Background: an optimization exercise with open tools, aiming at small area, a short achievable clock period and few clock cycles. Do not read the settings as production practice.
No functional check of the RTL was part of any run shown here.
Power figures rest on the tool's default switching activity, not on a simulated workload.

==> design.v <==
module prc_div (
    input  wire        b,
    input  wire [6:0]  r_in,       
    input  wire [6:0]  x_r,        
    input  wire [15:0] q_in,       
    input  wire [10:0] x_a,        
    output wire [6:0]  r_out,
    output wire [17:0] q_out
);
    wire [8:0]  t  = {r_in, 1'b0} + (b ? {2'd0, x_r} : 9'd0);
    wire        k2 = (t >= 9'd250);
    wire        k1 = (t >= 9'd125) && !k2;
    wire [8:0]  tr = t - (k2 ? 9'd250 : k1 ? 9'd125 : 9'd0);
    assign r_out = tr[6:0];
    wire [17:0] p  = {1'b0, q_in, 1'b0} + (b ? {7'd0, x_a} : 18'd0);
    wire        x1 = k2 | (p[0] & k1);
    reg  [17:0] c;
    integer i;
    always @* begin
        c[0] = 1'b0;
        for (i = 1; i < 18; i = i + 1)
            c[i] = x1 & ((p[17:1] | ~({17{1'b1}} >> (18 - i))) == {17{1'b1}});
    end
    assign q_out = {p[17:1] ^ c[17:1], p[0] ^ k1};
endmodule
module prc (
    input  wire        clk,
    input  wire        rst,             
    input  wire        op_valid,
    input  wire [31:0] op_word,
    output wire        op_ready,
    output reg         resp_valid,
    output reg  [3:0]  resp_code,
    output reg  [15:0] resp_data,
    output reg         ev_pot_write,    
    output reg         ev_gen_freq,     
    output reg         ev_gen_on,       
    output reg         ev_gen_off,      
    output reg         ev_adc_restart,  
    output reg         ev_announce,     
    output wire        out_en,
    output wire [7:0]  pot_pos,
    output wire [15:0] gen_freq
);
    localparam [15:0] DEF_FREQ = 16'd28000;
    localparam [29:0] M_STEP   = 30'd15625;                
    localparam [29:0] M_MAX    = 30'd1023984375;           
    reg [15:0] cfg_freq;
    reg [12:0] cfg_power;
    reg        cfg_runmode;
    reg [15:0] cfg_runticks;
    reg        cfg_ctlmode;
    reg [1:0]  in1_action, in2_action;
    reg        in1_announce, in2_announce;
    reg [15:0] st_freq;
    reg [9:0]  st_duty;
    reg [15:0] st_cur;
    reg [15:0] st_pwr;
    reg [6:0]  st_pos;
    reg [15:0] st_countdown;
    reg        st_en;
    reg        st_estop;
    reg [31:0] pwm_on, pwm_per;
    reg        on_sat, per_sat;
    reg [32:0] pwm_m;           
    reg [6:0]  pwm_ml;          
    reg [1:0]  pwm_phase;
    reg [15:0] cap_t;           
    reg [15:0] cap_low;         
    reg [15:0] pe_d;            
    reg        pe_s2, pe_s3;    
    reg [31:0] adc_sum;
    reg        adc_sat;
    reg [1:0]  adc_ext;         
    reg [15:0] adc_cnt;
    reg        busy;
    reg [5:0]  tcnt;
    reg        m_f, m_a, m_h, m_d, m_pa, m_c, m_pp, m_l, q_d;
    reg        m_f0, m_f16, m_hc;
    reg        m_div;                
    reg        t_early;              
    reg        f_ovf, no_pwm, no_adc, p_ovf;
    reg [6:0]  p_r;
    reg [6:0]  p_xr;            
    reg [10:0] p_xa;            
    localparam [3:0] C_SETFREQ = 4'd1, C_SETPWR = 4'd2, C_SETRUN = 4'd3, C_SETCTL = 4'd4,
                     C_SETBIND = 4'd5, C_TURNON = 4'd6, C_TURNOFF = 4'd7, C_SETESTOP = 4'd8,
                     C_SETPOS = 4'd9, C_READREG = 4'd10, C_TICK = 4'd11, C_PWMEDGE = 4'd12,
                     C_ADCDONE = 4'd13, C_INEDGE = 4'd14;
    reg        ir_valid;
    reg        ir_adc;          
    reg [3:0]  ir_code;
    reg [5:0]  ir_f;            
    reg [15:0] ir_imm;          
    reg        r_ready;
    assign op_ready = r_ready;
    assign out_en   = st_en;
    assign pot_pos  = {1'b0, st_pos};
    assign gen_freq = cfg_freq;
    wire [7:0]  i_op  = op_word[31:24];
    wire        i_b16 = op_word[16];
    wire        i_idok = op_word[20] ^ op_word[21];
    wire        i_z2317 = (op_word[23:17] == 7'd0);
    wire        i_z2322 = (op_word[23:22] == 2'd0);
    wire        i_zimm  = (op_word[15:0] == 16'd0);
    reg  [3:0]  i_code;
    always @* begin
        i_code = 4'd0;
        case (i_op)
            8'h01: if (i_z2317 && !i_b16) i_code = C_SETFREQ;
            8'h02: if (i_z2317 && !i_b16) i_code = C_SETPWR;
            8'h03: if (i_z2317) i_code = C_SETRUN;
            8'h04: if (i_z2317 && i_zimm) i_code = C_SETCTL;
            8'h05: if (i_z2322 && !op_word[19] && i_zimm && i_idok) i_code = C_SETBIND;
            8'h06: if (i_z2317 && !i_b16 && i_zimm) i_code = C_TURNON;
            8'h07: if (i_z2317 && !i_b16 && i_zimm) i_code = C_TURNOFF;
            8'h08: if (i_z2317 && i_zimm) i_code = C_SETESTOP;
            8'h09: if (i_z2317 && !i_b16) i_code = C_SETPOS;
            8'h0A: if (op_word[23:20] == 4'd0 && i_zimm) i_code = C_READREG;
            8'h10: if (i_z2317 && !i_b16 && i_zimm) i_code = C_TICK;
            8'h20: if (i_z2317) i_code = C_PWMEDGE;
            8'h30: if (i_z2317 && !i_b16 && op_word[15:10] == 6'd0) i_code = C_ADCDONE;
            8'h40: if (i_z2322 && op_word[19:17] == 3'd0 && i_zimm && i_idok) i_code = C_INEDGE;
            default: ;
        endcase
    end
    wire [15:0] w_imm = ir_imm;
    wire [1:0]  w_id  = ir_f[5:4];
    wire        w_b16 = ir_f[0];
    wire        zimm  = (w_imm == 16'd0);
    wire acc = ir_valid;
    wire op_setfreq = acc && (ir_code == C_SETFREQ);
    wire op_setpwr  = acc && (ir_code == C_SETPWR);
    wire op_setrun  = acc && (ir_code == C_SETRUN);
    wire op_setctl  = acc && (ir_code == C_SETCTL);
    wire op_setbind = acc && (ir_code == C_SETBIND);
    wire op_turnon  = acc && (ir_code == C_TURNON);
    wire op_turnoff = acc && (ir_code == C_TURNOFF);
    wire op_setestop= acc && (ir_code == C_SETESTOP);
    wire op_setpos  = acc && (ir_code == C_SETPOS);
    wire op_readreg = acc && (ir_code == C_READREG);
    wire op_tick    = acc && (ir_code == C_TICK);
    wire op_pwmedge = acc && (ir_code == C_PWMEDGE);
    wire op_adcdone = ir_adc;
    wire op_inedge  = acc && (ir_code == C_INEDGE);
    wire op_good    = acc && (ir_code != 4'd0);
    wire setfreq_rng = (w_imm < 16'd20000) || (w_imm > 16'd40000);
    wire setpwr_rng  = (w_imm > 16'd5000);
    wire setrun_rng  = w_b16 && zimm;
    wire err_res   = acc && (ir_code == 4'd0);
    wire err_estop = op_turnon && st_estop;
    wire err_rng   = (op_setfreq && setfreq_rng) || (op_setpwr && setpwr_rng) ||
                     (op_setrun && setrun_rng);
    reg [15:0] rd_data;
    always @* begin
        case (ir_f[3:0])
            4'h0: rd_data = cfg_freq;
            4'h1: rd_data = {3'd0, cfg_power};
            4'h2: rd_data = cfg_runticks;
            4'h3: rd_data = {14'd0, cfg_ctlmode, cfg_runmode};
            4'h4: rd_data = {9'd0, in2_announce, in2_action, 1'b0, in1_announce, in1_action};
            4'h5: rd_data = st_freq;
            4'h6: rd_data = {6'd0, st_duty};
            4'h7: rd_data = st_cur;
            4'h8: rd_data = st_pwr;
            4'h9: rd_data = {9'd0, st_pos};
            4'hA: rd_data = st_countdown;
            4'hB: rd_data = {14'd0, st_estop, st_en};
            default: rd_data = 16'd0;
        endcase
    end
    wire [1:0] ie_action   = w_id[0] ? in1_action   : in2_action;
    wire       ie_announce = w_id[0] ? in1_announce : in2_announce;
    wire ie_on  = op_inedge && w_b16 && !st_en && !st_estop &&
                  ((ie_action == 2'd1) || (ie_action == 2'd2));
    wire ie_off = op_inedge && (((ie_action == 2'd1) && !w_b16) ||
                                ((ie_action == 2'd2) && w_b16 && st_en) ||
                                ((ie_action == 2'd3) && w_b16));
    wire ie_estop = op_inedge && (ie_action == 2'd3) && w_b16;
    wire turn_on  = (op_turnon && !st_estop && !st_en) || ie_on;
    wire turn_off = op_turnoff || (op_setestop && w_b16) || ie_off;
    wire pe_fall  = op_pwmedge && (pwm_phase == 2'd0) && !w_b16;
    wire pe_rise1 = op_pwmedge && (pwm_phase == 2'd1) && w_b16;
    wire pe_rise2 = op_pwmedge && pwm_phase[1] && w_b16;
    wire [16:0] pe_sub    = (pe_s2 ? {1'b0, pe_d} : {1'b0, w_imm}) -
                            (pe_s2 ? {1'b0, cap_low} : {1'b0, cap_t});
    wire [15:0] pe_diff   = pe_sub[15:0];                   
    wire [15:0] pe_ontime = pe_sub[16] ? 16'd0 : pe_sub[15:0];
    wire [16:0] av_sh     = {adc_ext, adc_sum[31:17]};
    wire [31:0] pe_opa    = m_a ? {15'd0, av_sh} : pe_s2 ? pwm_per : pwm_on;
    wire [31:0] pe_opb    = m_a ? {16'hFFFF, ~adc_cnt} : {16'd0, pe_d};
    wire [32:0] pe_sum    = {1'b0, pe_opa} + {1'b0, pe_opb} + {32'd0, m_a};
    wire [29:0] pe_m      = {pwm_m[22:0], pwm_ml};
    wire        pe_m_max  = (pe_m == M_MAX);
    wire [7:0]  pe_ml_s   = {1'b0, pwm_ml} + 8'd9;
    wire [5:0]  tn     = op_tick ? {5'd0, t_early} : tcnt + 6'd1;
    wire        busy_n = op_tick || (busy && !m_l);
    wire        m_l_n  = busy && (tn == 6'd35);
    wire [31:0] per_v  = pwm_per | {32{per_sat}};
    wire [31:0] on_v   = pwm_on  | {32{on_sat}};
    wire        sgn   = pwm_m[32];
    wire [33:0] sa_a  = m_div ? {pwm_m, pwm_ml[6]} :
                        ir_adc ? {2'b0, adc_sum} : {2'b0, pwm_m[31:0]};
    wire [33:0] sa_b  = !(m_div || m_h) ? (ir_adc ? {24'd0, ir_imm[9:0]} : {27'd0, 7'd122}) :
                        m_h ? (m_hc ? {2'b0, on_v} : 34'd0) :
                        sgn ? {2'b0, per_v} : ~{2'b0, per_v};
    wire [33:0] sa_s  = sa_a + sa_b + {33'd0, m_div ? !sgn : !m_h && !ir_adc && pe_ml_s[7]};
    wire        sa_q  = !sa_s[32];
    wire        sa_qz = sa_q && !no_pwm;       
    wire        av_q  = pe_sum[32];
    wire [15:0] av_r  = av_q ? pe_sum[15:0] : av_sh[15:0];
    wire [6:0]  on_r;
    wire [17:0] on_q;
    prc_div u_on (
        .b     (q_d),
        .r_in  (p_r),
        .x_r   (p_xr),
        .q_in  (st_pwr),
        .x_a   (p_xa),
        .r_out (on_r),
        .q_out (on_q)
    );
    wire [16:0] avg      = adc_sum[16:0];
    wire        cur_zero = no_adc || (avg <= 17'd512);
    wire        cur_sat  = adc_sum[17] || (avg >= 17'd66048);
    wire [16:0] avg_m    = avg - 17'd512;
    wire        r_lo     = (p_r < 7'd36);
    wire [15:0] cur_v    = cur_zero ? 16'd0 : cur_sat ? 16'hFFFF : avg_m[15:0];
    wire [10:0] cur_a    = cur_zero ? 11'd0 : cur_sat ? 11'd1572 :
                           (st_pwr[10:0] - (r_lo ? 11'd13 : 11'd12));
    wire [6:0]  cur_r    = cur_zero ? 7'd0 : cur_sat ? 7'd105 :
                           (r_lo ? p_r + 7'd89 : p_r - 7'd36);
    wire [9:0]  duty_f  = st_duty;
    wire [15:0] pwr_f   = st_pwr | {16{p_ovf}};
    wire        pwr_gt  = (pwr_f > {3'd0, cfg_power});
    wire        pwr_lt  = (pwr_f < {3'd0, cfg_power});
    wire        reg_dn  = st_en && !cfg_ctlmode && pwr_gt && (duty_f != 10'd0) && (st_pos != 7'd0);
    wire        reg_up  = st_en && !cfg_ctlmode && pwr_lt && (duty_f <= 10'd900) && (st_pos != 7'd100);
    wire [15:0] cd_next = (st_countdown == 16'd0) ? 16'd0 : st_countdown - 16'd1;
    wire        cd_run  = st_en && cfg_runmode;
    wire        cd_end  = cd_run && (cd_next == 16'd0);
    always @(posedge clk) begin
        ir_code <= i_code;
        ir_adc  <= (i_code == C_ADCDONE) && op_valid && op_ready && !rst;
        ir_f    <= op_word[21:16];
        ir_imm  <= op_word[15:0];
        if (rst) begin
            ir_valid     <= 1'b0;
            cfg_freq     <= DEF_FREQ;
            cfg_power    <= 13'd0;
            cfg_runmode  <= 1'b0;
            cfg_runticks <= 16'd1;
            cfg_ctlmode  <= 1'b0;
            in1_action   <= 2'd0;
            in2_action   <= 2'd0;
            in1_announce <= 1'b0;
            in2_announce <= 1'b0;
            st_freq      <= 16'd0;
            st_duty      <= 10'd0;
            st_cur       <= 16'd0;
            st_pwr       <= 16'd0;
            st_pos       <= 7'd0;
            st_countdown <= 16'd0;
            st_en        <= 1'b0;
            st_estop     <= 1'b1;
            pwm_on       <= 32'd0;
            pwm_per      <= 32'd0;
            on_sat       <= 1'b0;
            per_sat      <= 1'b0;
            pwm_m        <= 33'd0;
            pwm_ml       <= 7'd0;
            pwm_phase    <= 2'd0;
            pe_s2        <= 1'b0;
            pe_s3        <= 1'b0;
            adc_sum      <= 32'd0;
            adc_sat      <= 1'b0;
            adc_ext      <= 2'd0;
            adc_cnt      <= 16'd0;
            busy         <= 1'b0;
            r_ready      <= 1'b1;
            m_f <= 1'b0; m_a <= 1'b0; m_h <= 1'b0; m_d <= 1'b0;
            m_pa <= 1'b0; m_c <= 1'b0; m_pp <= 1'b0; m_l <= 1'b0;
            t_early      <= 1'b0;
            m_f0 <= 1'b0; m_f16 <= 1'b0; m_hc <= 1'b0; m_div <= 1'b0;
            resp_valid   <= 1'b0;
        end else begin
            ir_valid       <= op_valid && op_ready;
            r_ready        <= (!busy_n || m_l_n) && !(op_valid && op_ready && (i_code == C_TICK));
            resp_valid     <= acc && !op_tick;
            resp_code      <= {2'd0, err_estop || err_rng, err_estop || err_res};
            resp_data      <= op_readreg ? rd_data : 16'd0;
            ev_pot_write   <= op_setpos;
            ev_gen_freq    <= op_setfreq && !setfreq_rng;
            ev_gen_on      <= turn_on;
            ev_gen_off     <= turn_off;
            ev_adc_restart <= op_adcdone;
            ev_announce    <= op_inedge && ie_announce;
            if (op_setfreq && !setfreq_rng) cfg_freq <= w_imm;
            if (op_setpwr && !setpwr_rng)   cfg_power <= w_imm[12:0];
            if (op_setrun && !setrun_rng) begin
                cfg_runmode <= w_b16;
                if (w_b16) cfg_runticks <= w_imm;
            end
            if (op_setctl) cfg_ctlmode <= w_b16;
            if (op_setbind && w_id[0]) begin
                in1_action   <= ir_f[1:0];
                in1_announce <= ir_f[2];
            end
            if (op_setbind && w_id[1]) begin
                in2_action   <= ir_f[1:0];
                in2_announce <= ir_f[2];
            end
            if (op_setestop) st_estop <= w_b16;
            if (ie_estop)    st_estop <= 1'b1;
            if (turn_on) begin
                st_en <= 1'b1;
                if (cfg_runmode) st_countdown <= cfg_runticks;
            end
            if (turn_off) begin
                st_en        <= 1'b0;
                st_countdown <= 16'd0;
            end
            if (op_setpos)
                st_pos <= (w_imm > 16'd100) ? 7'd100 : w_imm[6:0];
            if (pe_fall) begin
                cap_t     <= w_imm;
                pwm_phase <= 2'd1;
            end
            if (pe_rise1) begin
                cap_low   <= pe_diff;
                cap_t     <= w_imm;
                pwm_phase <= 2'd2;
            end
            pe_s2 <= pe_rise2;
            pe_s3 <= pe_s2;
            if (pe_rise2) begin
                pe_d      <= pe_diff;
                pwm_phase <= 2'd0;
                if (!pe_m_max) begin
                    pwm_m[22:0] <= sa_s[22:0];
                    pwm_ml      <= pe_ml_s[6:0];
                end
            end
            if (pe_s2) begin
                pwm_per <= pe_sum[31:0];
                if (pe_sum[32]) per_sat <= 1'b1;
                pe_d    <= pe_ontime;
            end
            if (pe_s3) begin
                pwm_on  <= pe_sum[31:0];
                if (pe_sum[32]) on_sat <= 1'b1;
            end
            if (op_adcdone) begin
                adc_sum <= sa_s[31:0];
                if (sa_s[32]) adc_sat <= 1'b1;
                adc_cnt <= (adc_cnt == 16'hFFFF) ? 16'hFFFF : adc_cnt + 16'd1;
            end
            if (op_tick) begin
                busy   <= 1'b1;
                no_adc <= (adc_cnt == 16'd0);
                if (adc_sat) adc_sum <= 32'hFFFFFFFF;
                st_pwr <= 16'd0;
                p_r    <= 7'd0;
                p_xr   <= 7'd3;
                p_xa   <= 11'd0;
            end
            if (busy || op_tick) begin
                tcnt <= tn;
                m_f  <= (tn <= 6'd16);
                m_div <= (tn <= 6'd16) || ((tn >= 6'd24) && (tn <= 6'd33));
                m_f0 <= (tn == 6'd0);
                m_f16 <= (tn == 6'd16);
                m_hc <= (tn >= 6'd17) && (tn <= 6'd23) && (tn != 6'd18);
                m_a  <= (tn >= 6'd1) && (tn <= 6'd18);
                m_h  <= (tn >= 6'd17) && (tn <= 6'd23);
                m_d  <= (tn >= 6'd24) && (tn <= 6'd33);
                m_pa <= (tn >= 6'd2) && (tn <= 6'd19);
                m_c  <= (tn == 6'd20);
                m_pp <= (tn >= 6'd25) && (tn <= 6'd34);
                m_l  <= (tn == 6'd35);
                q_d  <= m_a ? av_q : sa_qz;
            end
            if (op_valid && op_ready && (i_code == C_TICK) && !pe_rise2 && !rst) begin
                t_early <= 1'b1;
                m_f     <= 1'b1;
                m_div   <= 1'b1;
                m_f0    <= 1'b1;
                m_f16   <= 1'b0;
            end else if (op_tick) begin
                t_early <= 1'b0;
            end
            if (m_f) begin
                pwm_m  <= m_f16 ? 33'd0 : sa_s[32:0];
                pwm_ml <= {pwm_ml[5:0], 1'b0};
                if (m_f0) begin
                    f_ovf  <= sa_q;
                    no_pwm <= (pwm_per == 32'd0) && !per_sat;
                end else begin
                    st_freq <= {st_freq[14:0], sa_qz};
                end
            end
            if (m_h) begin
                pwm_m  <= {1'b0, sa_s[32:1]};
                pwm_ml <= {sa_s[0], pwm_ml[6:1]};
            end
            if (m_d) begin
                pwm_m   <= sa_s[32:0];
                pwm_ml  <= {pwm_ml[5:0], 1'b0};
                st_duty <= {st_duty[8:0], sa_qz};
            end
            if (m_a) begin
                {adc_ext, adc_sum[31:18]} <= av_r;
                adc_sum[17:0] <= {adc_sum[16:0], av_q};
            end
            if (m_pa) begin
                st_pwr <= on_q[15:0];
                p_r    <= on_r;
            end
            if (m_c) begin
                st_cur        <= cur_v;
                p_xa          <= cur_a;
                p_xr          <= cur_r;
                st_pwr        <= 16'd0;
                p_r           <= 7'd0;
                p_ovf         <= 1'b0;
            end
            if (m_pp) begin
                st_pwr <= on_q[15:0];
                p_r    <= on_r;
                if (on_q[17:16] != 2'd0) p_ovf <= 1'b1;
            end
            if (m_l) begin
                busy    <= 1'b0;
                m_l     <= 1'b0;
                st_freq <= st_freq | {16{f_ovf && !no_pwm}};
                st_duty <= duty_f;
                st_pwr  <= pwr_f;
                pwm_on  <= 32'd0;
                pwm_per <= 32'd0;
                on_sat  <= 1'b0;
                per_sat <= 1'b0;
                pwm_m   <= 33'd0;
                pwm_ml  <= 7'd0;
                adc_sum <= 32'd0;
                adc_sat <= 1'b0;
                adc_ext <= 2'd0;
                adc_cnt <= 16'd0;
                if (reg_dn) st_pos <= st_pos - 7'd1;
                if (reg_up) st_pos <= st_pos + 7'd1;
                if (cd_run) st_countdown <= cd_next;
                if (cd_end) st_en <= 1'b0;
                resp_valid   <= 1'b1;
                ev_pot_write <= reg_dn || reg_up;
                ev_gen_off   <= cd_end;
            end
        end
    end
endmodule
==> flow/run.sh <==
#!/bin/bash
set -euo pipefail
bash standard.sh SETUP_SLACK_MARGIN=7.8 finish > standard_make.log 2>&1
==> standard.sh <==
#!/bin/bash
# synth_recipe.tcl (not shown) runs the flow's synth.tcl, then flattens the netlist and writes it again
# the make line also repeats each setting of config.mk as NAME=value (left out here)
make -C /OpenROAD-flow-scripts/flow DESIGN_CONFIG=/design/flow/config.mk WORK_HOME=/design/flow/orfs CLKGATE_MAP_FILE= SYNTH_SCRIPT=/design/flow/synth_recipe.tcl "${@:-finish}"
==> config.mk <==
export PLATFORM = sky130hd
export DESIGN_NAME = prc
export DESIGN_NICKNAME = prc
export VERILOG_FILES = /design/flow/design.v
export SDC_FILE = /design/flow/constraint.sdc
export NUM_CORES = 4
export LEC_CHECK = 0
export CAP_MARGIN = 20
export CORE_MARGIN = 2
export CORE_UTILIZATION = 40
export CTS_BUF_LIST = sky130_fd_sc_hd__clkbuf_8
export CTS_CLUSTER_DIAMETER = 60
export CTS_CLUSTER_SIZE = 16
export PLACE_DENSITY = 0.6
export SLEW_MARGIN = 20
==> constraint.sdc <==
create_clock -name core_clock -period 12.0 [get_ports {clk}]
set_input_delay 2.4000 -clock core_clock [delete_from_list [all_inputs] [get_ports {clk}]]
set_output_delay 2.4000 -clock core_clock [all_outputs]
set_load 0.01 [all_outputs]
==> impl_metrics.ini, run 1 <==
[floorplanning]
die_y_um = 273.2
row_count = 98
dieWidth_um = 273.2
dieArea_mm2 = 0.07462
core_area_mm2 = 0.07161
start_util_pct = 40.47
pin_count = 88

[critical_path]
start_kind = input port
critPathArrivalTime_ns = 4.66
critPathCaptureType = flip-flop
crit_fanout = 6
worstSetupPathType = input port to flip-flop
worstPathRequired_ns = 12.52

[sta]
maxSlewViolCount = 0
setup_viol = 0
tightestPinTransition_ns = 1.087
hold_viol = 0
setup_tns_ns = 0
finalClockSkew_ns = 0.05869
max_freq_ghz = 0.2418
fin_crit_ns = 4.136
slew_headroom_pct = 27.38
grt_setup_unrepaired = true
whs_ns = 0.4482
fin_crit_sh_pct = 34.47

[synth]
yosys-top-cells-area = dfxtp_1 24%, edfxtp_1 11%, mux2i_1 6.8%, ha_1 5.1%, nor2_1 4.7%
synth_edf_count = 108
yosysTopAreaCell = dfxtp_1
yosys_warnings = 2
ys_seq_elements = 449
synthDistinctLibCells = 96
synth_top_area_share_pct = 23.55
avgSynthCellArea_um2 = 8.283
syn_inst = 3499
ys.flop_type = dfxtp_1
syn_area_mm2 = 0.02898
synth_async_sr_flop_share_pct = 0
seq_area_frac_synth_pct = 34.75

[power_and_ir_drop]
seq_power_share_pct = 55.6
cell_internal_pwr_mw = 2.128
p_sw_mw = 0.6913
combPwrFrac_pct = 4.5
finalPower_mw = 2.820
ir_drop_mv = 0.08628
power.share.switching_pct = 24.52
leakagePower_nw = 11.73
p_clk_share_pct = 39.8
cellPowerDensity_mw_per_mm2 = 86.74

[finish]
layout.nets = 3636
postLayoutCellArea_mm2 = 0.03251
area_growth_pct = 12.17
layout-drive-gt1-share_pct = 9.689

[route]
vias = 26900
drt-pass1-iter-count = 7
wl_um = 95910
drt_iter0_markers = 2858
m1WireLength_um = 43480
top_layer_used = met5
wl_met3_um = 6634
wl_per_cell_um = 21.50
vias_per_cell = 6.029
met2WireLength_um = 42900
drcViolationCount = 0
ant_nets = 0

[global_routing]
grt_pass1_wl_um = 145900
grt_pass1_vias = 24780
antenna_found_initial = 3
grt_usage_pct = 24.61
grt_max_degree = 85
grt_overflow_total = 0

[status]
status = timing/DRC/antenna clean

[place]
placed_area_mm2 = 0.03051
port_buffers = 84
dpl.hpwl_um = 67260
gp_congestion = 0.9237

[hold_path]
hold_class = flip-flop to flip-flop

[clock_tree]
clk_pin_slew_ns = 0.11
cts_root_buffer = clkbuf_8
cts_buffer_depth = 3
cts.htree.levels = 2
clk_latency_ns = 0.69
clock-sinks = 449
numCtsBuffers = 41
cts_tree = done

[flow_run]
maxCapViolations = 0
## through the flow
stage	std cells	util [%]	setup WS (ns)
after global routing	4460	45.39	7.773
after global placement	4345	42.61	6.412
after detailed placement	4345	42.61	6.396
final	4461	45.40	7.864
after floorplan	3501	-	7.637
after CTS	4431	44.52	7.801
## registers in the layout, indices dropped and copies added (netlist names), 10 cells and up
| register | cells |
|---|---|
| cap_t | 16 |
| ir_imm | 16 |
| st_pwr | 16 |
| p_xa | 11 |
| st_cur | 16 |
| pe_d | 16 |
| cfg_freq | 16 |
| resp_data | 16 |
| cfg_runticks | 16 |
| pwm_on | 32 |
| st_countdown | 16 |
| adc_cnt | 16 |
| cfg_power | 13 |
| st_duty | 10 |
| st_freq | 16 |
| pwm_per | 32 |
| cap_low | 16 |
| adc_sum | 32 |
| pwm_m | 33 |
## cells in the final DEF (no fill, tap or decap), types with 25 or more instances in the layout
cell type        netlist  layout
clkdlybuf4s50_1        0      75
ha_1                 117     113
and2_1                44      44
inv_1                106     106
a21o_1                29      29
nor4_1                46      39
nand3_1               86      84
nor2_1               361     356
a21oi_1              252     245
a31oi_1               36      34
edfxtp_1             108     108
or3_1                 29      29
a211oi_1              39      35
nand2b_1              33      32
o22ai_1               35      34
mux2i_1              198     198
clkbuf_8               0      48
nor3_1                86      80
dfxtp_1              341     323
nand2_1              320     318
xnor2_1              101      98
nand4_1               25      25
a221oi_1              42      41
o21a_1                26      26
xor2_1                48      47
or2_2                 34      31
nor2b_1               29      29
o21ai_0              263     256
a22oi_1               26      26
buf_4                  4      62
## area by class of cell
cell class,instances,area (um2)
flip-flops and latches,449,10100
clock buffers,48,660.6
multi-input cells,2711,18110
inverters,109,425.4
clock inverters,27,337.8
well taps,950,1189
repair buffers,165,1673
diodes,2,5.005
fillers,7149,39100
## routing by layer
layer / global-route usage [%] / up-vias
li1: - / 12860
met1: 34.71 / 12890
met2: 38.07 / 973
met3: 4.228 / 169
met4: 7.952 / 2
met5: 0 / -
## critical path: stages
cell and delay [ns]:
dlygate4sd2_1 0.29, or4_4 0.56, or3b_4 0.44, nor4_2 0.22
o2111a_1 0.20, a211o_1 0.17, buf_4 0.13, nand2_1 0.05
nor3_2 0.12, nor3_1 0.06
## synth_stat cells (all sizes together) (29+ instances only)
cell	instances
nand2b	33
buf	34
edfxtp	108
a21o	29
nor2b	29
nand3	86
nor3	86
nor4	48
ha	117
or3	29
o22ai	35
a21oi	253
a211oi	40
xnor2	101
dfxtp	341
and2	46
inv	108
xor2	48
o21ai	267
a31oi	36
nand2	320
a221oi	42
mux2i	198
or2	35
clkbuf	198
nor2	362
## worst paths after layout
kind	depth (start not counted)	slack, ns	to	startpoint
max	10	7.86	m_f16	op_word[29]
min	2	0.45	st_duty[6]	st_duty[5]
max reg2reg	16	7.89	q_d	m_div
min reg2reg	2	0.45	st_duty[6]	st_duty[5]
## cell families (layout without fill, tap and decap cells)
logic type | after synthesis | count (layout) | share of synthesized area [%]
buf+inv | 341 | 349 | 4.572
xor+xnor | 149 | 149 | 4.503
simple gates | 1203 | 1203 | 20.04
mux | 221 | 221 | 7.732
compound gates | 1010 | 1010 | 22.83
flops | 449 | 449 | 34.75
fa+ha+maj | 125 | 125 | 5.574
other cells | 1 | 5 | 0.01294
## power groups by stage
stage               combinational [mW]  clock [mW]  sequential [mW]
floorplan                       0.0732           0             1.60
global placement                 0.123           0             1.60
detailed placement               0.124           0             1.60
CTS                              0.125        1.15             1.57
global route                     0.138        1.20             1.57
finish                           0.128        1.12             1.57
## what timing repair did
action | 4_1_cts | 5_1_grt
setup endpoints to repair | 186 | 79
hold endpoints to repair | 0 | 0
pin swaps | 10 | 23
buffers inserted | 11 | 25
gates cloned | 0 | 3
hold buffers | 0 | 0
resized for setup | 65 | 78
==> run 2: changes to the inputs <==
--- a/design.v
+++ b/design.v
@@ -78,4 +78,3 @@
     reg        m_f, m_a, m_h, m_d, m_pa, m_c, m_pp, m_l, q_d;
-    reg        m_f0, m_f16, m_hc;
-    reg        m_div;                
+    reg        m_f0, m_f16;          
     reg        t_early;              
@@ -143,3 +142,3 @@
     wire op_pwmedge = acc && (ir_code == C_PWMEDGE);
-    wire op_adcdone = ir_adc;
+    wire op_adcdone = acc && (ir_code == C_ADCDONE);
     wire op_inedge  = acc && (ir_code == C_INEDGE);
@@ -197,3 +196,3 @@
     wire        busy_n = op_tick || (busy && !m_l);
-    wire        m_l_n  = busy && (tn == 6'd35);
+    wire        m_l_n  = busy && (tn == 6'd33);
     wire [31:0] per_v  = pwm_per | {32{per_sat}};
@@ -201,6 +200,7 @@
     wire        sgn   = pwm_m[32];
+    wire        m_div = m_f || m_d;
     wire [33:0] sa_a  = m_div ? {pwm_m, pwm_ml[6]} :
-                        ir_adc ? {2'b0, adc_sum} : {2'b0, pwm_m[31:0]};
+                        (ir_adc && !m_h) ? {2'b0, adc_sum} : {2'b0, pwm_m[31:0]};
     wire [33:0] sa_b  = !(m_div || m_h) ? (ir_adc ? {24'd0, ir_imm[9:0]} : {27'd0, 7'd122}) :
-                        m_h ? (m_hc ? {2'b0, on_v} : 34'd0) :
+                        m_h ? {2'b0, on_v} :
                         sgn ? {2'b0, per_v} : ~{2'b0, per_v};
@@ -243,3 +243,3 @@
         ir_code <= i_code;
-        ir_adc  <= (i_code == C_ADCDONE) && op_valid && op_ready && !rst;
+        ir_adc  <= (i_code == C_ADCDONE);
         ir_f    <= op_word[21:16];
@@ -283,3 +283,3 @@
             t_early      <= 1'b0;
-            m_f0 <= 1'b0; m_f16 <= 1'b0; m_hc <= 1'b0; m_div <= 1'b0;
+            m_f0 <= 1'b0; m_f16 <= 1'b0;
             resp_valid   <= 1'b0;
@@ -369,13 +369,11 @@
                 m_f  <= (tn <= 6'd16);
-                m_div <= (tn <= 6'd16) || ((tn >= 6'd24) && (tn <= 6'd33));
                 m_f0 <= (tn == 6'd0);
                 m_f16 <= (tn == 6'd16);
-                m_hc <= (tn >= 6'd17) && (tn <= 6'd23) && (tn != 6'd18);
                 m_a  <= (tn >= 6'd1) && (tn <= 6'd18);
-                m_h  <= (tn >= 6'd17) && (tn <= 6'd23);
-                m_d  <= (tn >= 6'd24) && (tn <= 6'd33);
+                m_h  <= (tn >= 6'd17) && (tn <= 6'd21);
+                m_d  <= (tn >= 6'd22) && (tn <= 6'd31);
                 m_pa <= (tn >= 6'd2) && (tn <= 6'd19);
                 m_c  <= (tn == 6'd20);
-                m_pp <= (tn >= 6'd25) && (tn <= 6'd34);
-                m_l  <= (tn == 6'd35);
+                m_pp <= (tn >= 6'd23) && (tn <= 6'd32);
+                m_l  <= (tn == 6'd33);
                 q_d  <= m_a ? av_q : sa_qz;
@@ -385,3 +383,2 @@
                 m_f     <= 1'b1;
-                m_div   <= 1'b1;
                 m_f0    <= 1'b1;
@@ -392,4 +389,4 @@
             if (m_f) begin
-                pwm_m  <= m_f16 ? 33'd0 : sa_s[32:0];
-                pwm_ml <= {pwm_ml[5:0], 1'b0};
+                pwm_m  <= m_f16 ? {3'd0, on_v[31:2]} : sa_s[32:0];
+                pwm_ml <= m_f16 ? {on_v[1:0], 5'd0} : {pwm_ml[5:0], 1'b0};
                 if (m_f0) begin
==> run 2 against run 1 <==
  * Utilization decreased by 0.13 points
  * Non-clock buffer count rose by 1
  * Largest power group unchanged
  * Sequential cell count decreased by 2
  * Routed wire length rose by 1.7%
  * Cell count is 0.81% higher
  * Via count is essentially flat
  * Critical path type unchanged
  * Area after synthesis shrank 0.89%
  * Still clean
  * Global-route usage is 0.71 points higher
  * Fmax rose by 0.23%
  * Setup slack gained 0.0096 ns
==> impl_metrics.ini, run 2 <==
[power_and_ir_drop]
cellPowerDensity_mw_per_mm2 = 87.14
finalPower_mw = 2.810
leakagePower_nw = 11.89
ir_drop_mv = 0.1019

[finish]
final_cell_mix = 380 x nand2_1, 345 x nor2_1, 326 x o21ai_0
area_growth_pct = 12.26
layout-drive-gt1-share_pct = 9.419
fillers = 7107
largest_register = pwm_m
multiInputGateArea_mm2 = 0.01791
utilization_pct = 45.27
seqCellArea_mm2 = 0.01006
largest_register_ffs = 33
postLayoutCellArea_mm2 = 0.03225
layout.nets = 3671
layout_commonest_cell = nand2_1

[synth]
synth_top_area_share_pct = 23.63
ys_seq_elements = 447
synth_edf_count = 108
seq_area_frac_synth_pct = 34.92
ys.flop_type = dfxtp_1
avgSynthCellArea_um2 = 8.165
synthDistinctLibCells = 89
syn_inst = 3518
yosysTopAreaCell = dfxtp_1
synth_commonest_cells = 383 x nand2_1, 349 x nor2_1, 339 x dfxtp_1
synth.most_common_cell = nand2_1
yosys-top-cells-area = dfxtp_1 24%, edfxtp_1 11%, mux2i_1 6.2%, o21ai_0 5.8%, ha_1 5.1%
syn_area_mm2 = 0.02873
synth_async_sr_flop_share_pct = 0
yosys_warnings = 2

[route]
ant_nets = 0
wl_per_cell_um = 21.70
drt_iter0_markers = 2823
drcViolationCount = 0
vias_per_cell = 5.975
drt-pass1-iter-count = 6
wl_um = 97580
vias = 26870

[critical_path]
rr_startpoint = m_h
crit_start = op_word[7]
r2r-end = adc_sum[22]
worstSetupPathType = input port to flip-flop
crit_fanout = 4
rrSetupSlack_ns = 7.94
critPathCaptureType = flip-flop
rr_worst_depth = 16
worstPathRequired_ns = 12.55
critPathArrivalTime_ns = 4.68
crit_path_end = m_f16
start_kind = input port

[clock_tree]
numCtsBuffers = 44
cts_root_buffer = clkbuf_8
cts_buffer_depth = 3
holdBufCountCts = 0
cts_tree = done
cts.htree.levels = 2
clock-sinks = 447
clk_latency_ns = 0.68
clk_pin_slew_ns = 0.11

[sta]
setup_viol = 0
hold_viol = 0
fin_crit_sh_pct = 34.39
grt_setup_unrepaired = true
maxSlewViolCount = 0
finalClockSkew_ns = 0.04668
setup_tns_ns = 0
max_freq_ghz = 0.2423
tightestPinTransition_ns = 1.164
fin_crit_ns = 4.127
fin_ws_ns = 7.873
slew_headroom_pct = 22.19

[hold_path]
min_from = t_early
hold_class = flip-flop to flip-flop

[floorplanning]
start_util_pct = 40.32
dieWidth_um = 272.0
core_area_mm2 = 0.07124
die_y_um = 272.0
pin_count = 88
row_count = 98
dieArea_mm2 = 0.07397

[flow_run]
maxCapViolations = 0

[place]
dpl.hpwl_um = 68300
dp_slack_ns = 6.482
gp_congestion = 0.9469
placed_area_mm2 = 0.03030
port_buffers = 84

[global_routing]
grt_usage_pct = 25.32
grt_max_degree = 75
grt_pass1_vias = 24990
grt_pass1_wl_um = 148500
grt_overflow_total = 0
antenna_found_initial = 3

[status]
status = timing/DRC/antenna clean
## run 2: cell count changes in the layout (fill, tap and decap cells not counted), moves of 13 or more
cell,previous run,this run
o21ai_0,256,326
nand2_1,318,380
mux2i_1,198,177
o22ai_1,34,14
a21oi_1,245,264
a31oi_1,34,51
nor2b_1,29,45
nor3_1,80,64
a22oi_1,26,41
a21o_1,29,42
mux2_2,23,36
## run 2: through the flow
step | hold WS (ns) | cells
after global placement | 0.4453 | 4377
after global routing | 0.4888 | 4497
final | 0.4636 | 4497
after floorplan | 0.4064 | 3520
after CTS | 0.4664 | 4469
after detailed placement | 0.4513 | 4377
## run 2: layout make-up
cell class / count / share of cell area, %
antenna: 1 / 0.007760
sequential: 447 / 31.20
clock buffer: 46 / 1.963
timing repair buffer: 166 / 5.304
inverter: 96 / 1.117
tap: 950 / 3.686
multi-input combinational: 2757 / 55.53
clock inverter: 34 / 1.191
## run 2: worst max-delay path, cell delays in order
cell and delay, ns:
clkdlybuf4s50_1 0.41, or4_1 0.54, nor3_1 0.14, nand4_1 0.16, nor2_1 0.16, and4_1 0.27
and3_1 0.22, nand2_2 0.16, and3_1 0.21
## run 2: metal layers
metal	vias up	wire length, um	global-route usage, %	share of wire [%]
met1	12810	42610	34.69	44
met2	1056	43640	39.85	45
li1	12800	-	-	-
met3	205	7909	4.884	8.1
met5	-	15	0	0.015
met4	2	3416	8.690	3.5
## run 2: cells by family (layout without fill, tap and decap cells)
family	count (synthesis)	count (layout)	share of synthesized area, %
AO/OA/AOI/OAI	1048	1048	22.89
adder cells (fa/ha/maj)	124	124	5.584
multiplexers	214	214	7.614
other	1	4	0.01305
flip-flops	447	447	34.92
XOR/XNOR	166	166	5.061
AND/OR/NAND/NOR	1200	1202	19.63
buffers and inverters	318	342	4.299
## run 2: worst min-delay path by stage
stage | slack (ns) | to | cells past startpoint
detailed placement | 0.45 | t_early | 2
CTS | 0.47 | t_early | 2
floorplan | 0.41 | cap_t[10] | 0
finish | 0.46 | t_early | 2
global route | 0.49 | st_cur[6] | 2
global placement | 0.45 | t_early | 2
## run 2: repair_timing
action / 4_1_cts / 5_1_grt
endpoints found under the setup margin: 115 / 85
cloned: 2 / 5
setup buffers: 10 / 22
pin swaps: 7 / 15
resized for setup: 68 / 47
## run 2: power breakdown
part           switching [mW]  internal (mW)  leakage [nW]
combinational          0.0759         0.0466          7.59
sequential             0.0181           1.55          3.75
clock                   0.630          0.493         0.538
total                   0.724           2.09          11.9
==> run 3: changes to the inputs <==
--- a/design.v
+++ b/design.v
@@ -77,4 +77,5 @@
     reg [5:0]  tcnt;
-    reg        m_f, m_a, m_h, m_d, m_pa, m_c, m_pp, m_l, q_d;
+    reg        m_f, m_a, m_h1, m_h2, m_d, m_pa, m_c, m_pp, m_l, q_d;
     reg        m_f0, m_f16;          
+    reg        m_div;                
     reg        t_early;              
@@ -142,3 +143,3 @@
     wire op_pwmedge = acc && (ir_code == C_PWMEDGE);
-    wire op_adcdone = acc && (ir_code == C_ADCDONE);
+    wire op_adcdone = ir_adc;
     wire op_inedge  = acc && (ir_code == C_INEDGE);
@@ -196,3 +197,3 @@
     wire        busy_n = op_tick || (busy && !m_l);
-    wire        m_l_n  = busy && (tn == 6'd33);
+    wire        m_l_n  = busy && (tn == 6'd30);
     wire [31:0] per_v  = pwm_per | {32{per_sat}};
@@ -200,9 +201,9 @@
     wire        sgn   = pwm_m[32];
-    wire        m_div = m_f || m_d;
     wire [33:0] sa_a  = m_div ? {pwm_m, pwm_ml[6]} :
-                        (ir_adc && !m_h) ? {2'b0, adc_sum} : {2'b0, pwm_m[31:0]};
-    wire [33:0] sa_b  = !(m_div || m_h) ? (ir_adc ? {24'd0, ir_imm[9:0]} : {27'd0, 7'd122}) :
-                        m_h ? {2'b0, on_v} :
-                        sgn ? {2'b0, per_v} : ~{2'b0, per_v};
-    wire [33:0] sa_s  = sa_a + sa_b + {33'd0, m_div ? !sgn : !m_h && !ir_adc && pe_ml_s[7]};
+                        ir_adc ? {2'b0, adc_sum} :
+                        m_h2 ? {{6{sgn}}, pwm_m[32:5]} : {sgn, pwm_m};
+    wire [33:0] sa_b  = m_div ? (sgn ? {2'b0, per_v} : ~{2'b0, per_v}) :
+                        m_h1 ? ~{2'b0, on_v} : m_h2 ? {2'b0, on_v} :
+                        ir_adc ? {24'd0, ir_imm[9:0]} : {27'd0, 7'd122};
+    wire [33:0] sa_s  = sa_a + sa_b + {33'd0, m_div ? !sgn : m_h1 || (!m_h2 && !ir_adc && pe_ml_s[7])};
     wire        sa_q  = !sa_s[32];
@@ -243,3 +244,3 @@
         ir_code <= i_code;
-        ir_adc  <= (i_code == C_ADCDONE);
+        ir_adc  <= (i_code == C_ADCDONE) && op_valid && op_ready && !rst;
         ir_f    <= op_word[21:16];
@@ -280,6 +281,6 @@
             r_ready      <= 1'b1;
-            m_f <= 1'b0; m_a <= 1'b0; m_h <= 1'b0; m_d <= 1'b0;
+            m_f <= 1'b0; m_a <= 1'b0; m_h1 <= 1'b0; m_h2 <= 1'b0; m_d <= 1'b0;
             m_pa <= 1'b0; m_c <= 1'b0; m_pp <= 1'b0; m_l <= 1'b0;
             t_early      <= 1'b0;
-            m_f0 <= 1'b0; m_f16 <= 1'b0;
+            m_f0 <= 1'b0; m_f16 <= 1'b0; m_div <= 1'b0;
             resp_valid   <= 1'b0;
@@ -369,2 +370,3 @@
                 m_f  <= (tn <= 6'd16);
+                m_div <= (tn <= 6'd16) || ((tn >= 6'd19) && (tn <= 6'd28));
                 m_f0 <= (tn == 6'd0);
@@ -372,8 +374,9 @@
                 m_a  <= (tn >= 6'd1) && (tn <= 6'd18);
-                m_h  <= (tn >= 6'd17) && (tn <= 6'd21);
-                m_d  <= (tn >= 6'd22) && (tn <= 6'd31);
+                m_h1 <= (tn == 6'd17);
+                m_h2 <= (tn == 6'd18);
+                m_d  <= (tn >= 6'd19) && (tn <= 6'd28);
                 m_pa <= (tn >= 6'd2) && (tn <= 6'd19);
                 m_c  <= (tn == 6'd20);
-                m_pp <= (tn >= 6'd23) && (tn <= 6'd32);
-                m_l  <= (tn == 6'd33);
+                m_pp <= (tn >= 6'd21) && (tn <= 6'd29);
+                m_l  <= (tn == 6'd30);
                 q_d  <= m_a ? av_q : sa_qz;
@@ -383,2 +386,3 @@
                 m_f     <= 1'b1;
+                m_div   <= 1'b1;
                 m_f0    <= 1'b1;
@@ -398,6 +402,8 @@
             end
-            if (m_h) begin
-                pwm_m  <= {1'b0, sa_s[32:1]};
-                pwm_ml <= {sa_s[0], pwm_ml[6:1]};
+            if (m_h1) begin
+                pwm_m  <= sa_s[32:0];
+                pwm_ml <= {sa_s[4:0], pwm_ml[6:5]};
             end
+            if (m_h2)
+                pwm_m  <= sa_s[32:0];
             if (m_d) begin
@@ -419,4 +425,4 @@
                 p_xr          <= cur_r;
-                st_pwr        <= 16'd0;
-                p_r           <= 7'd0;
+                st_pwr        <= q_d ? {5'd0, cur_a} : 16'd0;
+                p_r           <= q_d ? cur_r : 7'd0;
                 p_ovf         <= 1'b0;
==> flow/run.sh (replaced) <==
#!/bin/bash
set -euo pipefail
bash standard.sh SETUP_SLACK_MARGIN=8.1 finish > standard_make.log 2>&1
==> run 3 against run 2 <==
  * Still clean
  * Routed wire length increased by 0.69%
  * Design area increased by 3.3%
  * Clock power rose by 8%
  * Count of clock-buffer cells in the layout up 8
  * Cell count up 1.9%
  * Utilization increased by 0.56 points
  * Setup slack improved by 0.077 ns
  * Clock skew increased by 0.020 ns
  * Synthesized cell count is 1.9% higher
==> impl_metrics.ini, run 3 <==
[sta]
max_freq_ghz = 0.2470
setup_viol = 0
slew_headroom_pct = 23.16
finalClockSkew_ns = 0.06668
hold_viol = 0
fin_crit_ns = 4.049
fin_crit_sh_pct = 33.74
maxSlewViolCount = 0
tightestPinTransition_ns = 1.148
setup_tns_ns = 0
grt_setup_unrepaired = true

[synth]
syn_inst = 3585
synth_edf_count = 108
yosys_warnings = 2
synth_async_sr_flop_share_pct = 0
seq_area_frac_synth_pct = 34.44
synth_commonest_cells = 472 x nor2_1, 341 x dfxtp_1, 308 x nand2_1
syn_area_mm2 = 0.02924
ys.flop_type = dfxtp_1
yosys-top-cells-area = dfxtp_1 23%, edfxtp_1 11%, mux2i_1 7.1%, nor2_1 6.1%, a21oi_1 5.1%
synth_top_area_share_pct = 23.35
yosysTopAreaCell = dfxtp_1
synth.most_common_cell = nor2_1
ys_seq_elements = 449
avgSynthCellArea_um2 = 8.156
synthDistinctLibCells = 101

[global_routing]
grt_pass1_vias = 25000
grt_usage_pct = 24.76
grt_max_degree = 90
grt_overflow_total = 0
grt_pass1_wl_um = 147500
antenna_found_initial = 1

[finish]
layout_commonest_cell = nor2_1
largest_register = pwm_m
layout-drive-gt1-share_pct = 12.37
postLayoutCellArea_mm2 = 0.03332
finalNonFillerCells = 4581
area_growth_pct = 13.94
largest_register_ffs = 33
layout.nets = 3740
final_cell_mix = 464 x nor2_1, 308 x dfxtp_1, 304 x nand2_1

[critical_path]
crit_fanout = 6
start_kind = input port
worstSetupPathType = input port to flip-flop
rr_startpoint = m_h1
worstPathRequired_ns = 12.57
r2r-end = q_d
rrSetupSlack_ns = 8.20
crit_start = op_word[16]
critPathArrivalTime_ns = 4.62
critPathCaptureType = flip-flop
rr_worst_depth = 17
crit_path_end = m_f16

[place]
dpl.hpwl_um = 67550
gp_congestion = 0.9309
placed_area_mm2 = 0.03075
place_inst = 4434
port_buffers = 84

[floorplanning]
row_count = 99
pin_count = 88
dieArea_mm2 = 0.07528
start_util_pct = 40.21
dieWidth_um = 274.4
core_area_mm2 = 0.07271
die_y_um = 274.4

[route]
wl_um = 98260
drcViolationCount = 0
vias_per_cell = 5.934
ant_nets = 0
drt-pass1-iter-count = 6
vias = 27180
wl_per_cell_um = 21.45
drt_iter0_markers = 2504

[flow_run]
maxCapViolations = 0

[clock_tree]
cts_buffer_depth = 3
holdBufCountCts = 0
clk_latency_ns = 0.70
cts.htree.levels = 2
clk_pin_slew_ns = 0.10
clock-sinks = 449
cts_root_buffer = clkbuf_8
numCtsBuffers = 49
cts_tree = done

[hold_path]
hold_class = flip-flop to flip-flop

[power_and_ir_drop]
ir_drop_mv = 0.08180
cellPowerDensity_mw_per_mm2 = 87.32
leakagePower_nw = 12.40

[status]
status = timing/DRC/antenna clean
[run 3: what timing repair did]
action / 4_1_cts / 5_1_grt
endpoints found under the hold margin: 0 / 0
gates resized for setup: 250 / 131
setup endpoints to repair: 221 / 86
cloned: 0 / 5
pin swaps: 30 / 38
buffers inserted: 26 / 24
[run 3: kinds of logic after synthesis]
logic type,synth area share (%)
compound gates,21.83
xor+xnor,4.972
fa+ha+maj,5.486
buf+inv,4.352
flops,34.44
mux,8.323
other cells,0.01282
simple gates,20.59
[run 3: worst min-delay path by stage]
stage	startpoint	endpoint	cells after the start
floorplan	ir_imm[10]	cap_t[10]	0
global placement	t_early	t_early	2
detailed placement	t_early	t_early	2
CTS	t_early	t_early	2
global route	t_early	t_early	2
finish	t_early	t_early	2
[run 3: stage by stage]
step | total power [mW] | hold slack (ns) | utilization (%) | worst slack, ns
2_1_floorplan | 1.674 | 0.4064 | - | 7.587
3_3_place_gp | 1.732 | 0.4552 | 42.29 | 6.781
3_5_place_dp | 1.733 | 0.4484 | 42.29 | 6.783
4_1_cts | 2.927 | 0.4739 | 44.69 | 7.980
5_1_grt | 2.997 | 0.4952 | 45.82 | 7.910
6_report | 2.909 | 0.4781 | 45.82 | 7.951
[run 3: metal layers]
layer	track usage (%)	wire, um	up-vias
met5	0	0	-
met4	7.880	3052	0
met3	3.407	6326	169
met2	39.16	44220	1008
met1	34.77	44660	12990
li1	-	-	13020
[run 3: area by class of cell]
cell class	instances	area, um2
antenna	1	2.502
clock buffer	54	743.2
clock inverter	37	411.6
fill	7132	39390
inverter	89	345.3
multi-input combinational	2813	18630
sequential	449	10150
tap	959	1200
timing repair buffer	179	1833
[run 3: power breakdown]
part	switching, mW	internal, mW	total (mW)
registers	0.0230	1.55	1.57
logic	0.0809	0.0468	0.128
clock network	0.671	0.536	1.21
total	0.775	2.13	2.91
[run 3: critical path: stages]
cell and delay [ns]:
dlygate4sd2_1 0.34, or3_4 0.41, nor4_4 0.25, o21ai_2 0.11, a21boi_2 0.17, nand2b_1 0.10, or4b_4 0.47, nand2b_4 0.19
and3_4 0.18
==> run 4: changes to the inputs <==
--- a/config.mk
+++ b/config.mk
@@ -9,3 +9,3 @@
 export CORE_MARGIN = 2
-export CORE_UTILIZATION = 40
+export CORE_UTILIZATION = 55
 export CTS_BUF_LIST = sky130_fd_sc_hd__clkbuf_8
@@ -13,3 +13,3 @@
 export CTS_CLUSTER_SIZE = 16
-export PLACE_DENSITY = 0.6
+export PLACE_DENSITY = 0.7
 export SLEW_MARGIN = 20
==> run 4 against run 3 <==
  * Area after synthesis is the same
  * Critical endpoint unchanged
  * Routed wire length rose by 0.66%
  * Worst hold slack gained 0.0042 ns
  * Clock power shrank 9%
==> impl_metrics.ini, run 4 <==
[sta]
finalClockSkew_ns = 0.05020
max_freq_ghz = 0.2439
setup_tns_ns = 0
slew_headroom_pct = 26.78
tightestPinTransition_ns = 1.094
hold_viol = 0
maxSlewViolCount = 0
fin_crit_sh_pct = 34.17
fin_ws_ns = 7.900
fin_crit_ns = 4.100
setup_viol = 0
whs_ns = 0.4822
grt_setup_unrepaired = true

[floorplanning]
dieArea_mm2 = 0.05503
start_util_pct = 55.64
die_y_um = 234.6
pin_count = 88
row_count = 84
dieWidth_um = 234.6
core_area_mm2 = 0.05255

[synth]
synth_edf_count = 108
synth.most_common_cell = nor2_1
yosys_warnings = 2
synthDistinctLibCells = 101
synth_commonest_cells = 472 x nor2_1, 341 x dfxtp_1, 308 x nand2_1
synth_top_area_share_pct = 23.35
syn_area_mm2 = 0.02924
yosys-top-cells-area = dfxtp_1 23%, edfxtp_1 11%, mux2i_1 7.1%, nor2_1 6.1%, a21oi_1 5.1%
ys_seq_elements = 449
avgSynthCellArea_um2 = 8.156
syn_inst = 3585
ys.flop_type = dfxtp_1
synth_async_sr_flop_share_pct = 0
seq_area_frac_synth_pct = 34.44
yosysTopAreaCell = dfxtp_1

[finish]
layout-drive-gt1-share_pct = 12.77
final_cell_mix = 464 x nor2_1, 310 x dfxtp_1, 303 x nand2_1
layout.nets = 3761
layout_commonest_cell = nor2_1
largest_register = pwm_m
area_growth_pct = 13.31
fillers = 4525
seqCellArea_mm2 = 0.01015
postLayoutCellArea_mm2 = 0.03313
largest_register_ffs = 33
multiInputGateArea_mm2 = 0.01870
antenna_cells = 0

[route]
drt_iter0_markers = 3176
vias = 28420
drcViolationCount = 0
ant_nets = 0
wl_per_cell_um = 22.88
vias_per_cell = 6.575
wl_um = 98910
drt-pass1-iter-count = 10

[global_routing]
grt_busiest_layer = met2
grt_pass1_wl_um = 146900
grt_usage_pct = 33.88
grt_pass1_vias = 25970
grt.met1_usage_pct = 44.79
grt_max_degree = 102
use_met3_pct = 4.966
grt_overflow_total = 0
antenna_found_initial = 2
grtUsageMet2_pct = 54.93

[clock_tree]
clk_pin_slew_ns = 0.11
cts_tree = done
numCtsBuffers = 41
clock-sinks = 449
clk_latency_ns = 0.66
cts.htree.levels = 2
holdBufCountCts = 0
cts_root_buffer = clkbuf_8
cts_buffer_depth = 3

[critical_path]
start_kind = input port
worstSetupPathType = input port to flip-flop
crit_fanout = 5
worstPathRequired_ns = 12.54
critPathArrivalTime_ns = 4.64
critPathCaptureType = flip-flop

[place]
dpl.hpwl_um = 67310
placed_area_mm2 = 0.03040
gp_congestion = 0.9821
port_buffers = 84
dp_slack_ns = 6.816

[hold_path]
hold_class = flip-flop to flip-flop

[flow_run]
maxCapViolations = 0

[power_and_ir_drop]
ir_drop_mv = 0.08510
cellPowerDensity_mw_per_mm2 = 84.51
leakagePower_nw = 12.52
finalPower_mw = 2.800

[status]
status = timing/DRC/antenna clean
-- run 4: cell counts after synthesis --
Identical to the previous run, type by type.
-- run 4: cells by family after synthesis --
kind of cell    synth area share, %
fa+ha+maj                     5.486
simple gates                  20.59
mux                           8.323
xor+xnor                      4.972
buf+inv                       4.352
flops                         34.44
compound gates                21.83
other cells                 0.01282
-- run 4: per-layer routing --
metal  up-vias  share of wire, %
met1     13530                41
met5         -                 0
li1      13050                 -
met3       310               8.8
met2      1522                46
met4         0               5.1
-- run 4: critical path: stages --
cell and delay [ns]:
buf_6 0.10, nor4_4 0.35, buf_4 0.17, buf_4 0.09, buf_6 0.08, a31oi_4 0.07, nor3_2 0.19, o21ai_1 0.11
o211ai_2 0.08, nand2_1 0.09, or4b_4 0.52, nand2b_4 0.19, and3_1 0.18
-- run 4: path summary, 6_finish.rpt --
| kind | start | endpoint | slack, ns | cells after the start |
|---|---|---|---|---|
| setup / recovery | op_word[0] | m_f16 | 7.90 | 13 |
| hold / removal | t_early | t_early | 0.48 | 2 |
| setup reg to reg | on_sat | adc_sum[25] | 8.16 | 15 |
| hold reg to reg | t_early | t_early | 0.48 | 2 |
-- run 4: power breakdown --
part	total (mW)	switching (mW)	internal, mW
clock network	1.10	0.605	0.495
registers	1.57	0.0237	1.55
logic	0.125	0.0782	0.0468
total	2.80	0.707	2.09
-- run 4: timing repair --
action | 4_1_cts | 5_1_grt
pin swaps | 29 | 48
setup endpoints to repair | 178 | 90
gates resized for setup | 256 | 124
setup buffers | 28 | 49
cloned | 3 | 6
-- run 4: layout make-up --
class,instances,area share (%)
Clock buffer,45,1.869
Clock inverter,30,1.061
Inverter,89,1.023
Multi-Input combinational cell,2813,56.45
Sequential cell,449,30.63
Tap cell,688,2.598
Timing Repair Buffer,208,6.371
-- run 4: through the flow --
| step | util (%) | std cells |
|---|---|---|
| finish | 63.05 | 4322 |
| global route | 63.05 | 4322 |
| CTS | 61.03 | 4266 |
| detailed placement | 57.84 | 4160 |
| global placement | 57.83 | 4160 |
| floorplan | - | 3587 |
==> run 5: changes to the inputs <==
--- a/design.v
+++ b/design.v
@@ -79,3 +79,2 @@
     reg        m_f0, m_f16;          
-    reg        m_div;                
     reg        t_early;              
@@ -143,3 +142,3 @@
     wire op_pwmedge = acc && (ir_code == C_PWMEDGE);
-    wire op_adcdone = ir_adc;
+    wire op_adcdone = acc && ir_adc;
     wire op_inedge  = acc && (ir_code == C_INEDGE);
@@ -201,4 +200,5 @@
     wire        sgn   = pwm_m[32];
+    wire        m_div = m_f || m_d;
     wire [33:0] sa_a  = m_div ? {pwm_m, pwm_ml[6]} :
-                        ir_adc ? {2'b0, adc_sum} :
+                        (ir_adc && !busy) ? {2'b0, adc_sum} :
                         m_h2 ? {{6{sgn}}, pwm_m[32:5]} : {sgn, pwm_m};
@@ -206,4 +206,4 @@
                         m_h1 ? ~{2'b0, on_v} : m_h2 ? {2'b0, on_v} :
-                        ir_adc ? {24'd0, ir_imm[9:0]} : {27'd0, 7'd122};
-    wire [33:0] sa_s  = sa_a + sa_b + {33'd0, m_div ? !sgn : m_h1 || (!m_h2 && !ir_adc && pe_ml_s[7])};
+                        (ir_adc && !busy) ? {24'd0, ir_imm[9:0]} : {27'd0, 7'd122};
+    wire [33:0] sa_s  = sa_a + sa_b + {33'd0, m_div ? !sgn : m_h1 || (!m_h2 && !(ir_adc && !busy) && pe_ml_s[7])};
     wire        sa_q  = !sa_s[32];
@@ -244,3 +244,3 @@
         ir_code <= i_code;
-        ir_adc  <= (i_code == C_ADCDONE) && op_valid && op_ready && !rst;
+        ir_adc  <= (i_code == C_ADCDONE);
         ir_f    <= op_word[21:16];
@@ -284,3 +284,3 @@
             t_early      <= 1'b0;
-            m_f0 <= 1'b0; m_f16 <= 1'b0; m_div <= 1'b0;
+            m_f0 <= 1'b0; m_f16 <= 1'b0;
             resp_valid   <= 1'b0;
@@ -370,3 +370,2 @@
                 m_f  <= (tn <= 6'd16);
-                m_div <= (tn <= 6'd16) || ((tn >= 6'd19) && (tn <= 6'd28));
                 m_f0 <= (tn == 6'd0);
@@ -386,3 +385,2 @@
                 m_f     <= 1'b1;
-                m_div   <= 1'b1;
                 m_f0    <= 1'b1;
--- a/config.mk
+++ b/config.mk
@@ -9,3 +9,3 @@
 export CORE_MARGIN = 2
-export CORE_UTILIZATION = 55
+export CORE_UTILIZATION = 40
 export CTS_BUF_LIST = sky130_fd_sc_hd__clkbuf_8
@@ -13,3 +13,3 @@
 export CTS_CLUSTER_SIZE = 16
-export PLACE_DENSITY = 0.7
+export PLACE_DENSITY = 0.6
 export SLEW_MARGIN = 20
==> run 5 against run 4 <==
  * Count of clock-buffer cells in the layout did not move
  * Setup slack got worse by 0.098 ns
  * Die area rose by 36%
  * Still clean on timing, DRC and antenna
  * Synthesized cell count increased by 0.67%
  * Area after synthesis decreased by 0.83%
  * Sequential power about the same
==> impl_metrics.ini, run 5 <==
[status]
status = timing/DRC/antenna clean

[finish]
largest_register_ffs = 33
final_cell_mix = 478 x nor2_1, 345 x nand2_1, 312 x dfxtp_1
fillers = 7214
layout-drive-gt1-share_pct = 13.13
largest_register = pwm_m
postLayoutCellArea_mm2 = 0.03357
layout_commonest_cell = nor2_1
layout.nets = 3812
area_growth_pct = 15.77

[route]
vias = 27510
ant_nets = 0
wl_um = 100600
drt-pass1-iter-count = 5
wl_per_cell_um = 21.69
vias_per_cell = 5.932
drcViolationCount = 0
drt_iter0_markers = 2438

[clock_tree]
clk_latency_ns = 0.68
cts_root_buffer = clkbuf_8
cts.htree.levels = 2
clock-sinks = 448
cts_buffer_depth = 3
cts_tree = done
holdBufCountCts = 0
numCtsBuffers = 42
clk_pin_slew_ns = 0.11

[critical_path]
critPathBufInv = 1
crit_slowest_cell = nor3_4
critPathMaxStageDelay_ns = 0.40
start_kind = flip-flop
cpLargestDelayFamily = compound AO/OA/AOI/OAI gates
crit_fanout = 6
critPathCaptureType = flip-flop
critPathArrivalTime_ns = 4.58
cp_common_cell = o21ai_2
worstPathRequired_ns = 12.39
worstSetupPathType = flip-flop to flip-flop
crit_chain = or2_4 > buf_6 > a311oi_2 > a21oi_2 > fa_2 > fa_2 > a21o_1 > a311o_1 > a221oi_4 > o21ai_2 > o21ai_2 > o21ai_2 > and4_4 > nor3_4 > o31ai_2

[floorplanning]
core_area_mm2 = 0.07161
dieWidth_um = 273.3
die_y_um = 273.3
pin_count = 88
dieArea_mm2 = 0.07467
row_count = 98
start_util_pct = 40.50

[global_routing]
grt_max_degree = 87
grt_usage_pct = 25.50
grt_pass1_vias = 25080
antenna_found_initial = 2
grtUsageMet2_pct = 40.53
grt_pass1_wl_um = 150100
grt_overflow_total = 0
use_met3_pct = 3.491
grt_busiest_layer = met2
grt.met1_usage_pct = 35.06

[place]
placed_area_mm2 = 0.03063
dpl.hpwl_um = 67860
port_buffers = 84
dp_slack_ns = 6.848
gp_congestion = 0.9251

[sta]
fin_crit_sh_pct = 34.98
setup_tns_ns = 0
grt_setup_unrepaired = true
fin_crit_ns = 4.198
fin_ws_ns = 7.802
finalClockSkew_ns = 0.05955
slew_headroom_pct = 32.78
max_freq_ghz = 0.2382
setup_viol = 0
tightestPinTransition_ns = 1.008
maxSlewViolCount = 0
hold_viol = 0

[synth]
ys.flop_type = dfxtp_1
synth_edf_count = 108
seq_area_frac_synth_pct = 34.66
yosys-top-cells-area = dfxtp_1 23%, edfxtp_1 11%, nor2_1 6.4%, mux2i_1 6.1%, a21oi_1 5.5%
yosysTopAreaCell = dfxtp_1
synth_async_sr_flop_share_pct = 0
yosys_warnings = 2
syn_inst = 3609
synth_top_area_share_pct = 23.47
ys_seq_elements = 448
synth.most_common_cell = nor2_1
syn_area_mm2 = 0.02900
synthDistinctLibCells = 86
synth_commonest_cells = 494 x nor2_1, 354 x nand2_1, 340 x dfxtp_1
avgSynthCellArea_um2 = 8.035

[flow_run]
maxCapViolations = 0

[power_and_ir_drop]
leakagePower_nw = 12.55
cellPowerDensity_mw_per_mm2 = 80.45
ir_drop_mv = 0.05688
finalPower_mw = 2.701

[hold_path]
hold_class = flip-flop to flip-flop
-- run 5: cell count changes in the layout (fill, tap and decap cells not counted), sizes merged, moves of 14 or more --
cell,change
xor2,-15
o22ai,+23
o221a,-14
a21oi,+18
nor4,-17
xnor2,+19
mux2i,-29
o21ai,-24
nor2,+20
nand2,+48
-- run 5: final timing paths --
kind / to / from / slack [ns] / cells past startpoint
min reg2reg: t_early / t_early / 0.47 / 2
min: t_early / t_early / 0.47 / 2
max reg2reg: q_d / m_f / 7.80 / 15
max: q_d / m_f / 7.80 / 15
-- run 5: tightest hold or removal path, stage by stage (launching register included) --
cell and delay (ns):
dfxtp_1 0.32, nand2_1 0.07, a21oi_2 0.05
-- run 5: repair_timing --
item,CTS,global route
endpoints found under the setup margin,212,117
resized for setup,214,161
gates cloned,9,4
buffers inserted,52,40
endpoints found under the hold margin,0,0
pin swaps,59,86
-- run 5: area by class of cell --
class / instances / area (um2) / share of cell area (%)
tap: 950 / 1189 / 3.540
multi-input combinational: 2846 / 18750 / 55.85
timing repair buffer: 227 / 2302 / 6.857
clock inverter: 31 / 251.5 / 0.7491
clock buffer: 45 / 619.3 / 1.845
antenna: 2 / 5.005 / 0.01491
sequential: 448 / 10120 / 30.14
inverter: 88 / 335.3 / 0.9988
-- run 5: metrics by stage --
stage / hold WS (ns) / cells / utilization [%]
floorplan: 0.4064 / 3611 / -
global placement: 0.4400 / 4453 / 42.76
detailed placement: 0.4479 / 4454 / 42.78
CTS: 0.4598 / 4591 / 45.46
global route: 0.5033 / 4637 / 46.88
finish: 0.4723 / 4637 / 46.88
-- run 5: report_power, final --
group          internal (mW)  switching, mW  total (mW)  leakage (nW)
clock                  0.412          0.604        1.02         0.492
sequential              1.55         0.0171        1.56          3.77
combinational         0.0439         0.0775       0.121          8.28
-- run 5: per-layer routing --
metal | vias up | share of wire, %
met4 | 0 | 4.2
li1 | 13120 | -
met2 | 1023 | 45
met1 | 13140 | 44
met5 | - | 0
met3 | 225 | 6.8
-- run 5: cells by family after synthesis --
group | Yosys count | share of synthesized area [%]
simple gates | 1332 | 21.16
compound gates | 1000 | 21.41
flops | 448 | 34.66
buf+inv | 319 | 4.271
mux | 215 | 7.818
xor+xnor | 170 | 5.134
fa+ha+maj | 124 | 5.531
other cells | 1 | 0.01293

-- port drivers added, routing unchanged --
Ports are ideal in the flow. The routed layouts listed here were re-timed in OpenROAD.
Step 1 assumes that a clkbuf_16 drives the clock port and a buf_2 every other input.
Step 2 also shifts input and output timing later by t, the mid clock arrival at the registers, as if the neighbouring blocks saw the same clock.
a / b / c = ideal / step 1 / step 2; a / b = the first two.
| run | t, ns | slack for setup (ns) | pins driven straight from the clock port |
|---|---|---|---|
| run 1 | 0.722 | 7.864 / 7.804 / 7.185 | 1 |
| run 2 | 0.718 | 7.873 / 7.821 / 7.187 | 1 |
| run 3 | 0.731 | 7.951 / 7.990 / 7.259 | 1 |
| run 4 | 0.696 | 7.900 / 7.923 / 7.227 | 1 |
| run 5 | 0.710 | 7.802 / 7.802 / 7.284 | 1 |
After both steps setup and hold are still met in every run listed. For run 3, which loses most, drivers alone change the setup slack by +0.039 ns; drivers and shift together by -0.692 ns.
